Background: an optimization exercise with open tools, aiming at small area, a short achievable clock period and few clock cycles. Do not read the settings as production practice.
The RTL was checked by simulation tests, not by an equivalence proof against the original design.

==> trial 20: inputs <==
==> flow/design.v <==
module gmc4_core (
    input  wire       clk,
    input  wire       rst,
    input  wire       cmd_valid,
    output wire       cmd_ready,
    input  wire [2:0] cmd_op,
    input  wire [7:0] cmd_addr,
    input  wire [3:0] cmd_data,
    output reg  [3:0] rdata,
    output reg  [4:0] step_delay,
    output reg  [3:0] reg_a,
    output reg  [3:0] reg_b,
    output reg  [3:0] reg_y,
    output reg  [3:0] reg_z,
    output reg  [6:0] pc,
    output reg        flag,
    output reg  [3:0] display,
    output reg  [6:0] leds,
    output reg  [4:0] sound,
    output reg        halted,
    output reg        waiting
);
    localparam [2:0] CMD_STEP  = 3'd0,
                     CMD_SET   = 3'd1,
                     CMD_GET   = 3'd2,
                     CMD_KEY   = 3'd3,
                     CMD_HALT  = 3'd4,
                     CMD_SOFT  = 3'd5,
                     CMD_HARD  = 3'd6,
                     CMD_START = 3'd7;
    localparam [4:0] SND_NONE  = 5'd0,
                     SND_END   = 5'd1,
                     SND_ERROR = 5'd2,
                     SND_SHORT = 5'd3,
                     SND_LONG  = 5'd4;
    reg  [511:0] mem;           
    reg  [3:0]   sh_a, sh_b, sh_y, sh_z;
    reg          key_valid;
    reg  [3:0]   key_val;
    reg          runlatch;
    reg          rdy;           
    reg  [6:0]   ra;            
    reg          get_oor;       
    assign cmd_ready = rdy;
    wire accept   = cmd_valid && rdy;
    wire hard_rst = rst || (accept && cmd_op == CMD_HARD);
    wire [4:0] row0 = ra[6:2];
    wire [4:0] row1 = ra[6:2] + 5'd1;
    wire [127:0] bank0, bank1, bank2, bank3;
    genvar gi;
    generate
        for (gi = 0; gi < 32; gi = gi + 1) begin : g_bank
            assign bank0[4*gi +: 4] = mem[4*(4*gi+0) +: 4];
            assign bank1[4*gi +: 4] = mem[4*(4*gi+1) +: 4];
            assign bank2[4*gi +: 4] = mem[4*(4*gi+2) +: 4];
            assign bank3[4*gi +: 4] = mem[4*(4*gi+3) +: 4];
        end
    endgenerate
    wire [4:0] rsel0 = (ra[1:0] > 2'd0) ? row1 : row0;
    wire [4:0] rsel1 = (ra[1:0] > 2'd1) ? row1 : row0;
    wire [4:0] rsel2 = (ra[1:0] > 2'd2) ? row1 : row0;
    wire [4:0] rsel3 = row0;
    wire [3:0] q0 = bank0[{rsel0, 2'b00} +: 4];
    wire [3:0] q1 = bank1[{rsel1, 2'b00} +: 4];
    wire [3:0] q2 = bank2[{rsel2, 2'b00} +: 4];
    wire [3:0] q3 = bank3[{rsel3, 2'b00} +: 4];
    reg  [3:0] op, n1, n2;
    always @(*) begin
        case (ra[1:0])
            2'd0: begin op = q0; n1 = q1; n2 = q2; end
            2'd1: begin op = q1; n1 = q2; n2 = q3; end
            2'd2: begin op = q2; n1 = q3; n2 = q0; end
            default: begin op = q3; n1 = q0; n2 = q1; end
        endcase
    end
    wire [63:0] win = mem[4*8'h50 +: 64];
    wire [3:0]  m   = win[{reg_y, 2'b00} +: 4];
    wire [3:0]  mem_5e = mem[4*8'h5E +: 4];
    wire [2:0]  mem_5f = mem[4*8'h5F +: 3];
    wire [4:0] sum_am = {1'b0, reg_a} + {1'b0, m};
    wire [4:0] dif_am = {1'b0, reg_a} - {1'b0, m};
    wire [4:0] sum_ai = {1'b0, reg_a} + {1'b0, n1};
    wire [4:0] sum_yi = {1'b0, reg_y} + {1'b0, n1};
    wire [5:0] dem_m    = (m > 4'd9) ? ({2'b00, m} - 6'd6) : {2'b00, m};
    wire [5:0] dem_d    = dem_m - {2'b00, reg_a};
    wire [5:0] dem_sub  = dem_d[5] ? (dem_d + 6'd10) : dem_d;
    wire [5:0] dep_s    = {2'b00, m} + {2'b00, reg_a};
    wire [5:0] dep_add  = (dep_s > 6'd9) ? (dep_s + 6'd6) : dep_s;
    wire is_step = accept && cmd_op == CMD_STEP;
    wire exec    = is_step && !halted && !(waiting && !key_valid);
    wire       is_set  = accept && cmd_op == CMD_SET && !cmd_addr[7];
    wire       win_we  = exec && (op == 4'h4 || (op == 4'hE && n1[3:1] == 3'b111));
    wire [3:0] win_wd  = (op == 4'h4) ? reg_a : (n1[0] ? dep_add[3:0] : dem_sub[3:0]);
    wire [3:0] set_wd  = hard_rst ? 4'hF : cmd_data;
    wire [3:0] wwin_wd = hard_rst ? 4'hF : ((cmd_op == CMD_SET) ? cmd_data : win_wd);
    generate
        for (gi = 0; gi < 128; gi = gi + 1) begin : g_cell
            if (gi >= 8'h50 && gi < 8'h60) begin : g_w
                wire we = hard_rst || (is_set && cmd_addr[6:0] == gi)
                          || (win_we && reg_y == (gi - 8'h50));
                always @(posedge clk)
                    if (we) mem[4*gi +: 4] <= wwin_wd;
            end else begin : g_n
                wire we = hard_rst || (is_set && cmd_addr[6:0] == gi);
                always @(posedge clk)
                    if (we) mem[4*gi +: 4] <= set_wd;
            end
        end
    endgenerate
    wire ka_take = key_valid || runlatch;
    reg  [6:0] npc;
    always @(*) begin
        if (op == 4'hF)
            npc = flag ? {n1[2:0], n2} : ra + 7'd3;
        else if (op[3])
            npc = ra + 7'd2;
        else if (op == 4'h0 && !ka_take)
            npc = ra;
        else
            npc = ra + 7'd1;
    end
    always @(posedge clk) begin
        if (hard_rst) begin
            rdy        <= 1'b1;
            ra         <= 7'd0;
            get_oor    <= 1'b0;
            reg_a      <= 4'd0;
            reg_b      <= 4'd0;
            reg_y      <= 4'd0;
            reg_z      <= 4'd0;
            sh_a       <= 4'd0;
            sh_b       <= 4'd0;
            sh_y       <= 4'd0;
            sh_z       <= 4'd0;
            pc         <= 7'd0;
            flag       <= 1'b1;
            display    <= 4'd0;
            leds       <= 7'd0;
            sound      <= SND_NONE;
            halted     <= 1'b0;
            waiting    <= 1'b0;
            key_valid  <= 1'b0;
            key_val    <= 4'd0;
            runlatch   <= 1'b0;
            rdata      <= 4'd0;
            step_delay <= 5'd0;
        end else if (!rdy) begin
            rdata <= get_oor ? 4'd0 : op;
            ra    <= pc;
            rdy   <= 1'b1;
        end else if (accept) begin
            case (cmd_op)
                CMD_STEP: begin
                    step_delay <= 5'd0;
                    if (exec) begin
                        pc       <= npc;
                        ra       <= npc;
                        runlatch <= 1'b0;
                        flag     <= 1'b1;
                        case (op)
                            4'h0: begin   
                                if (ka_take) begin
                                    reg_a     <= key_valid ? key_val : 4'd0;
                                    key_valid <= 1'b0;
                                    flag      <= 1'b0;
                                    waiting   <= 1'b0;
                                end else begin
                                    waiting   <= 1'b1;
                                end
                            end
                            4'h1: display <= reg_a;                        
                            4'h2: begin                                      
                                reg_a <= reg_b;
                                reg_b <= reg_a;
                                reg_y <= reg_z;
                                reg_z <= reg_y;
                            end
                            4'h3: begin                                      
                                reg_a <= reg_y;
                                reg_y <= reg_a;
                            end
                            4'h4: ;                                          
                            4'h5: reg_a <= m;                                
                            4'h6: begin                                      
                                reg_a <= sum_am[3:0];
                                flag  <= sum_am[4];
                            end
                            4'h7: begin                                      
                                reg_a <= dif_am[3:0];
                                flag  <= dif_am[4];
                            end
                            4'h8: reg_a <= n1;                               
                            4'h9: begin                                      
                                reg_a <= sum_ai[3:0];
                                flag  <= sum_ai[4];
                            end
                            4'hA: reg_y <= n1;                               
                            4'hB: begin                                      
                                reg_y <= sum_yi[3:0];
                                flag  <= sum_yi[4];
                            end
                            4'hC: flag <= (reg_a != n1);                     
                            4'hD: flag <= (reg_y != n1);                     
                            4'hE: begin                                      
                                case (n1)
                                    4'h0: display <= 4'd0;                   
                                    4'h1: if (reg_y[2:0] != 3'd7)            
                                              leds[reg_y[2:0]] <= 1'b1;
                                    4'h2: if (reg_y[2:0] != 3'd7)            
                                              leds[reg_y[2:0]] <= 1'b0;
                                    4'h3: ;                                  
                                    4'h4: reg_a <= ~reg_a;                   
                                    4'h5: begin                              
                                        reg_a <= sh_a;  sh_a <= reg_a;
                                        reg_b <= sh_b;  sh_b <= reg_b;
                                        reg_y <= sh_y;  sh_y <= reg_y;
                                        reg_z <= sh_z;  sh_z <= reg_z;
                                    end
                                    4'h6: begin                              
                                        reg_a <= {1'b0, reg_a[3:1]};
                                        flag  <= ~reg_a[0];
                                    end
                                    4'h7: sound <= SND_END;                  
                                    4'h8: sound <= SND_ERROR;                
                                    4'h9: sound <= SND_SHORT;                
                                    4'hA: sound <= SND_LONG;                 
                                    4'hB: sound <= (reg_a >= 4'd1 && reg_a <= 4'd14)
                                                   ? {1'b1, reg_a} : SND_NONE;   
                                    4'hC: step_delay <= {1'b0, reg_a} + 5'd1;    
                                    4'hD: leds <= {mem_5f, mem_5e};          
                                    4'hE: reg_y <= reg_y - 4'd1;             
                                    4'hF: reg_y <= reg_y - 4'd1;             
                                endcase
                            end
                            default: ;                                       
                        endcase
                    end
                end
                CMD_GET: begin
                    ra      <= cmd_addr[6:0];
                    get_oor <= cmd_addr[7];
                    rdy     <= 1'b0;
                end
                CMD_KEY: begin
                    key_valid <= 1'b1;
                    key_val   <= cmd_data;
                    waiting   <= 1'b0;
                end
                CMD_HALT: begin
                    halted  <= 1'b1;
                    waiting <= 1'b0;
                end
                CMD_SOFT: begin
                    pc      <= 7'd0;
                    ra      <= 7'd0;
                    halted  <= 1'b0;
                    waiting <= 1'b0;
                end
                CMD_START: runlatch <= cmd_data[0];
                default: ;   
            endcase
        end
    end
endmodule
==> flow/run.sh <==
#!/bin/bash
# synth_recipe.tcl (not shown) runs the flow's synth.tcl, then flattens the netlist and writes it again
# the make line also repeats each setting of config.mk as NAME=value (left out here)
make -C /OpenROAD-flow-scripts/flow DESIGN_CONFIG=/design/flow/config.mk WORK_HOME=/design/flow/orfs CLKGATE_MAP_FILE= SYNTH_SCRIPT=/design/flow/synth_recipe.tcl finish
==> flow/config.mk <==
export PLATFORM = sky130hd
export DESIGN_NAME = gmc4_core
export DESIGN_NICKNAME = gmc4_core
export VERILOG_FILES = /design/flow/design.v
export SDC_FILE = /design/flow/constraint.sdc
export NUM_CORES = 4
export LEC_CHECK = 0
export ABC_CLOCK_PERIOD_IN_PS = 3000
export CAP_MARGIN = 20
export CORE_MARGIN = 2
export CORE_UTILIZATION = 60
export SETUP_SLACK_MARGIN = 5
export SLEW_MARGIN = 20
==> flow/constraint.sdc <==
create_clock -name core_clock -period 12.0 [get_ports {clk}]
set_input_delay 2.4000 -clock core_clock [delete_from_list [all_inputs] [get_ports {clk}]]
set_output_delay 2.4000 -clock core_clock [all_outputs]
set_load 0.01 [all_outputs]
==> build 60: changes against trial 20 <==
==> flow/design.v, changed modules only <==
module gmc4_core (
    input  wire       clk,
    input  wire       rst,
    input  wire       cmd_valid,
    output wire       cmd_ready,
    input  wire [2:0] cmd_op,
    input  wire [7:0] cmd_addr,
    input  wire [3:0] cmd_data,
    output reg  [3:0] rdata,
    output reg  [4:0] step_delay,
    output reg  [3:0] reg_a,
    output reg  [3:0] reg_b,
    output reg  [3:0] reg_y,
    output reg  [3:0] reg_z,
    output reg  [6:0] pc,
    output reg        flag,
    output reg  [3:0] display,
    output reg  [6:0] leds,
    output reg  [4:0] sound,
    output reg        halted,
    output reg        waiting
);
    localparam [2:0] CMD_STEP  = 3'd0,
                     CMD_SET   = 3'd1,
                     CMD_GET   = 3'd2,
                     CMD_KEY   = 3'd3,
                     CMD_HALT  = 3'd4,
                     CMD_SOFT  = 3'd5,
                     CMD_HARD  = 3'd6,
                     CMD_START = 3'd7;
    localparam [4:0] SND_NONE  = 5'd0,
                     SND_END   = 5'd1,
                     SND_ERROR = 5'd2,
                     SND_SHORT = 5'd3,
                     SND_LONG  = 5'd4;
    reg  [511:0] mem;           
    reg  [3:0]   sh_a, sh_b, sh_y, sh_z;
    reg          key_valid;
    reg  [3:0]   key_val;
    reg          runlatch;
    reg          rdy;           
    reg  [4:0]   rs0, rs1, rs2, rs3;
    reg  [1:0]   rot;
    reg          get_oor;       
    assign cmd_ready = rdy;
    wire accept   = cmd_valid && rdy;
    wire hard_rst = rst || (accept && cmd_op == CMD_HARD);
    wire [127:0] bank0, bank1, bank2, bank3;
    genvar gi;
    generate
        for (gi = 0; gi < 32; gi = gi + 1) begin : g_bank
            assign bank0[4*gi +: 4] = mem[4*(4*gi+0) +: 4];
            assign bank1[4*gi +: 4] = mem[4*(4*gi+1) +: 4];
            assign bank2[4*gi +: 4] = mem[4*(4*gi+2) +: 4];
            assign bank3[4*gi +: 4] = mem[4*(4*gi+3) +: 4];
        end
    endgenerate
    wire [3:0] q0 = bank0[{rs0, 2'b00} +: 4];
    wire [3:0] q1 = bank1[{rs1, 2'b00} +: 4];
    wire [3:0] q2 = bank2[{rs2, 2'b00} +: 4];
    wire [3:0] q3 = bank3[{rs3, 2'b00} +: 4];
    reg  [3:0] op, n1, n2;
    always @(*) begin
        case (rot)
            2'd0: begin op = q0; n1 = q1; n2 = q2; end
            2'd1: begin op = q1; n1 = q2; n2 = q3; end
            2'd2: begin op = q2; n1 = q3; n2 = q0; end
            default: begin op = q3; n1 = q0; n2 = q1; end
        endcase
    end
    wire [63:0] win = mem[4*8'h50 +: 64];
    wire [3:0]  m   = win[{reg_y, 2'b00} +: 4];
    wire [3:0]  mem_5e = mem[4*8'h5E +: 4];
    wire [2:0]  mem_5f = mem[4*8'h5F +: 3];
    wire [4:0] sum_am = {1'b0, reg_a} + {1'b0, m};
    wire [4:0] dif_am = {1'b0, reg_a} - {1'b0, m};
    wire [4:0] sum_ai = {1'b0, reg_a} + {1'b0, n1};
    wire [4:0] sum_yi = {1'b0, reg_y} + {1'b0, n1};
    wire [5:0] dem_m    = (m > 4'd9) ? ({2'b00, m} - 6'd6) : {2'b00, m};
    wire [5:0] dem_d    = dem_m - {2'b00, reg_a};
    wire [5:0] dem_sub  = dem_d[5] ? (dem_d + 6'd10) : dem_d;
    wire [5:0] dep_s    = {2'b00, m} + {2'b00, reg_a};
    wire [5:0] dep_add  = (dep_s > 6'd9) ? (dep_s + 6'd6) : dep_s;
    wire is_step = accept && cmd_op == CMD_STEP;
    wire exec    = is_step && !halted && !(waiting && !key_valid);
    wire       is_set  = accept && cmd_op == CMD_SET && !cmd_addr[7];
    wire       win_we  = exec && (op == 4'h4 || (op == 4'hE && n1[3:1] == 3'b111));
    wire [3:0] win_wd  = (op == 4'h4) ? reg_a : (n1[0] ? dep_add[3:0] : dem_sub[3:0]);
    wire [3:0] set_wd  = hard_rst ? 4'hF : cmd_data;
    wire [3:0] wwin_wd = hard_rst ? 4'hF : ((cmd_op == CMD_SET) ? cmd_data : win_wd);
    wire [7:0]  set_hi;      
    wire [15:0] set_lo;      
    generate
        for (gi = 0; gi < 8; gi = gi + 1) begin : g_hi
            assign set_hi[gi] = hard_rst || (is_set && cmd_addr[6:4] == gi);
        end
        for (gi = 0; gi < 16; gi = gi + 1) begin : g_lo
            assign set_lo[gi] = hard_rst || (cmd_addr[3:0] == gi);
        end
    endgenerate
    generate
        for (gi = 0; gi < 128; gi = gi + 1) begin : g_cell
            if (gi >= 8'h50 && gi < 8'h60) begin : g_w
                wire we = (set_hi[gi / 16] && set_lo[gi % 16])
                          || (win_we && reg_y == (gi - 8'h50));
                always @(posedge clk)
                    if (we) mem[4*gi +: 4] <= wwin_wd;
            end else begin : g_n
                wire we = set_hi[gi / 16] && set_lo[gi % 16];
                always @(posedge clk)
                    if (we) mem[4*gi +: 4] <= set_wd;
            end
        end
    endgenerate
    wire ka_take = key_valid || runlatch;
    wire [6:0] pc1 = pc + 7'd1;
    wire [6:0] pc2 = pc + 7'd2;
    wire [6:0] pc3 = pc + 7'd3;
    wire [6:0] tgt = {n1[2:0], n2};
    reg  [6:0] npc;
    always @(*) begin
        if (op == 4'hF)
            npc = flag ? tgt : pc3;
        else if (op[3])
            npc = pc2;
        else if (op == 4'h0 && !ka_take)
            npc = pc;
        else
            npc = pc1;
    end
    function [19:0] rows;
        input [6:0] x;
        reg   [4:0] r0, r1;
        begin
            r0 = x[6:2];
            r1 = x[6:2] + 5'd1;
            rows = {r0,
                    (x[1:0] > 2'd2) ? r1 : r0,
                    (x[1:0] > 2'd1) ? r1 : r0,
                    (x[1:0] > 2'd0) ? r1 : r0};
        end
    endfunction
    wire [19:0] rows_pc  = rows(pc);
    wire [19:0] rows_pc1 = rows(pc1);
    wire [19:0] rows_pc2 = rows(pc2);
    wire [19:0] rows_pc3 = rows(pc3);
    wire [19:0] rows_tgt = rows(tgt);
    wire [19:0] rows_get = rows(cmd_addr[6:0]);
    reg  [19:0] nrows;
    always @(*) begin
        if (op == 4'hF)
            nrows = flag ? rows_tgt : rows_pc3;
        else if (op[3])
            nrows = rows_pc2;
        else if (op == 4'h0 && !ka_take)
            nrows = rows_pc;
        else
            nrows = rows_pc1;
    end
    always @(posedge clk) begin
        if (hard_rst) begin
            rdy        <= 1'b1;
            {rs3, rs2, rs1, rs0} <= 20'd0;
            rot        <= 2'd0;
            get_oor    <= 1'b0;
            reg_a      <= 4'd0;
            reg_b      <= 4'd0;
            reg_y      <= 4'd0;
            reg_z      <= 4'd0;
            sh_a       <= 4'd0;
            sh_b       <= 4'd0;
            sh_y       <= 4'd0;
            sh_z       <= 4'd0;
            pc         <= 7'd0;
            flag       <= 1'b1;
            display    <= 4'd0;
            leds       <= 7'd0;
            sound      <= SND_NONE;
            halted     <= 1'b0;
            waiting    <= 1'b0;
            key_valid  <= 1'b0;
            key_val    <= 4'd0;
            runlatch   <= 1'b0;
            rdata      <= 4'd0;
            step_delay <= 5'd0;
        end else if (!rdy) begin
            rdata <= get_oor ? 4'd0 : op;
            {rs3, rs2, rs1, rs0} <= rows_pc;
            rot   <= pc[1:0];
            rdy   <= 1'b1;
        end else if (accept) begin
            case (cmd_op)
                CMD_STEP: begin
                    step_delay <= 5'd0;
                    if (exec) begin
                        pc       <= npc;
                        {rs3, rs2, rs1, rs0} <= nrows;
                        rot      <= npc[1:0];
                        runlatch <= 1'b0;
                        flag     <= 1'b1;
                        case (op)
                            4'h0: begin   
                                if (ka_take) begin
                                    reg_a     <= key_valid ? key_val : 4'd0;
                                    key_valid <= 1'b0;
                                    flag      <= 1'b0;
                                    waiting   <= 1'b0;
                                end else begin
                                    waiting   <= 1'b1;
                                end
                            end
                            4'h1: display <= reg_a;                        
                            4'h2: begin                                      
                                reg_a <= reg_b;
                                reg_b <= reg_a;
                                reg_y <= reg_z;
                                reg_z <= reg_y;
                            end
                            4'h3: begin                                      
                                reg_a <= reg_y;
                                reg_y <= reg_a;
                            end
                            4'h4: ;                                          
                            4'h5: reg_a <= m;                                
                            4'h6: begin                                      
                                reg_a <= sum_am[3:0];
                                flag  <= sum_am[4];
                            end
                            4'h7: begin                                      
                                reg_a <= dif_am[3:0];
                                flag  <= dif_am[4];
                            end
                            4'h8: reg_a <= n1;                               
                            4'h9: begin                                      
                                reg_a <= sum_ai[3:0];
                                flag  <= sum_ai[4];
                            end
                            4'hA: reg_y <= n1;                               
                            4'hB: begin                                      
                                reg_y <= sum_yi[3:0];
                                flag  <= sum_yi[4];
                            end
                            4'hC: flag <= (reg_a != n1);                     
                            4'hD: flag <= (reg_y != n1);                     
                            4'hE: begin                                      
                                case (n1)
                                    4'h0: display <= 4'd0;                   
                                    4'h1: if (reg_y[2:0] != 3'd7)            
                                              leds[reg_y[2:0]] <= 1'b1;
                                    4'h2: if (reg_y[2:0] != 3'd7)            
                                              leds[reg_y[2:0]] <= 1'b0;
                                    4'h3: ;                                  
                                    4'h4: reg_a <= ~reg_a;                   
                                    4'h5: begin                              
                                        reg_a <= sh_a;  sh_a <= reg_a;
                                        reg_b <= sh_b;  sh_b <= reg_b;
                                        reg_y <= sh_y;  sh_y <= reg_y;
                                        reg_z <= sh_z;  sh_z <= reg_z;
                                    end
                                    4'h6: begin                              
                                        reg_a <= {1'b0, reg_a[3:1]};
                                        flag  <= ~reg_a[0];
                                    end
                                    4'h7: sound <= SND_END;                  
                                    4'h8: sound <= SND_ERROR;                
                                    4'h9: sound <= SND_SHORT;                
                                    4'hA: sound <= SND_LONG;                 
                                    4'hB: sound <= (reg_a >= 4'd1 && reg_a <= 4'd14)
                                                   ? {1'b1, reg_a} : SND_NONE;   
                                    4'hC: step_delay <= {1'b0, reg_a} + 5'd1;    
                                    4'hD: leds <= {mem_5f, mem_5e};          
                                    4'hE: reg_y <= reg_y - 4'd1;             
                                    4'hF: reg_y <= reg_y - 4'd1;             
                                endcase
                            end
                            default: ;                                       
                        endcase
                    end
                end
                CMD_GET: begin
                    {rs3, rs2, rs1, rs0} <= rows_get;
                    rot     <= cmd_addr[1:0];
                    get_oor <= cmd_addr[7];
                    rdy     <= 1'b0;
                end
                CMD_KEY: begin
                    key_valid <= 1'b1;
                    key_val   <= cmd_data;
                    waiting   <= 1'b0;
                end
                CMD_HALT: begin
                    halted  <= 1'b1;
                    waiting <= 1'b0;
                end
                CMD_SOFT: begin
                    pc      <= 7'd0;
                    {rs3, rs2, rs1, rs0} <= 20'd0;
                    rot     <= 2'd0;
                    halted  <= 1'b0;
                    waiting <= 1'b0;
                end
                CMD_START: runlatch <= cmd_data[0];
                default: ;   
            endcase
        end
    end
endmodule
==> flow/flow/run.sh (new file) <==
#!/bin/bash
# Standard layout (the standard.sh: unchanged synthesis, floorplan, place,
# CTS, route), with the resizer's setup target tightened: repair_timing works
# until the setup slack is at least SETUP_SLACK_MARGIN. The clock period and
# the constraints stay the design's. Every port still gets a buffer (buf_2).
# CTS adds no dummy loads and clusters up to 25 sinks per leaf buffer.
# Each tool's output is in orfs/logs/.
set -euo pipefail
bash standard.sh SETUP_SLACK_MARGIN=7.0 \
  "BUFFER_PORTS_ARGS=-buffer_cell sky130_fd_sc_hd__buf_2" \
  "CTS_ARGS=-sink_clustering_enable -repair_clock_nets -dont_use_dummy_load -sink_clustering_size 25 -sink_clustering_max_diameter 80" \
  finish > standard.log 2>&1
==> flow/standard.sh (new file) <==
#!/bin/bash
# synth_recipe.tcl (not shown) runs the flow's synth.tcl, then flattens the netlist and writes it again
# the make line also repeats each setting of config.mk as NAME=value (left out here)
make -C /OpenROAD-flow-scripts/flow DESIGN_CONFIG=/design/flow/config.mk WORK_HOME=/design/flow/orfs CLKGATE_MAP_FILE= SYNTH_SCRIPT=/design/flow/synth_recipe.tcl "${@:-finish}"
- ABC_CLOCK_PERIOD_IN_PS: 3000 -> default
- SETUP_SLACK_MARGIN: 5 -> default
removed: flow/run.sh
==> trial 86: changes against trial 20 <==
- ABC_CLOCK_PERIOD_IN_PS: 3000 -> default
- CORE_UTILIZATION: 60 -> 40
- SETUP_SLACK_MARGIN: 5 -> default
==> comparison <==
Clock skew: build 60 > trial 20 > trial 86.
Of build 60 and trial 20, trial 20 has the higher clock-buffer cell count (gap 38).
Against trial 20, the synthesized cell count of build 60 is lower by about 10%.
Global-route usage, lowest first: trial 86, build 60, trial 20.
Hold slack, highest first: trial 86, trial 20, build 60.
Trial 20 ran to the end with no violations. Trial 86 passed the timing, design-rule and antenna checks. Build 60 went through all stages and came out clean.
Testbench counts of trial 20, summed over its fixed seeds: cycles 42,055.
Testbench counts of build 60, summed over its fixed seeds: cycles 42,055.
Testbench counts of trial 86, summed over its fixed seeds: cycles 42,055.

afterwards: timing with drivers on the ports:
How much do the figures lean on ideal ports? The routed layouts below were timed once more, with nothing changed but the port constraints. Step 1: set_driving_cell puts a clkbuf_16 on clk and a buf_2 on each other input, an assumption about the parent block. Step 2 adds t to the input delays and takes it off the output delays; t is the mean of the earliest and latest rising clock arrival at the registers after step 1. Input paths then give back, and output paths get back, about the clock's delay inside the block. Three values: ideal, step 1, step 2; two values: the first two.
run	shift t [ns]	setup slack, ns	worst data-port slew with drivers (ns)
trial 20	0.703	5.277 / 5.277 / 5.277	0.04
build 60	0.612	7.110 / 7.110 / 6.581	0.05
trial 86	0.701	3.938 / 3.938 / 3.938	0.07
After both steps every run listed still meets setup and hold. For build 60, which loses most, drivers alone change the setup slack by 0.000 ns; drivers and shift together by -0.529 ns.
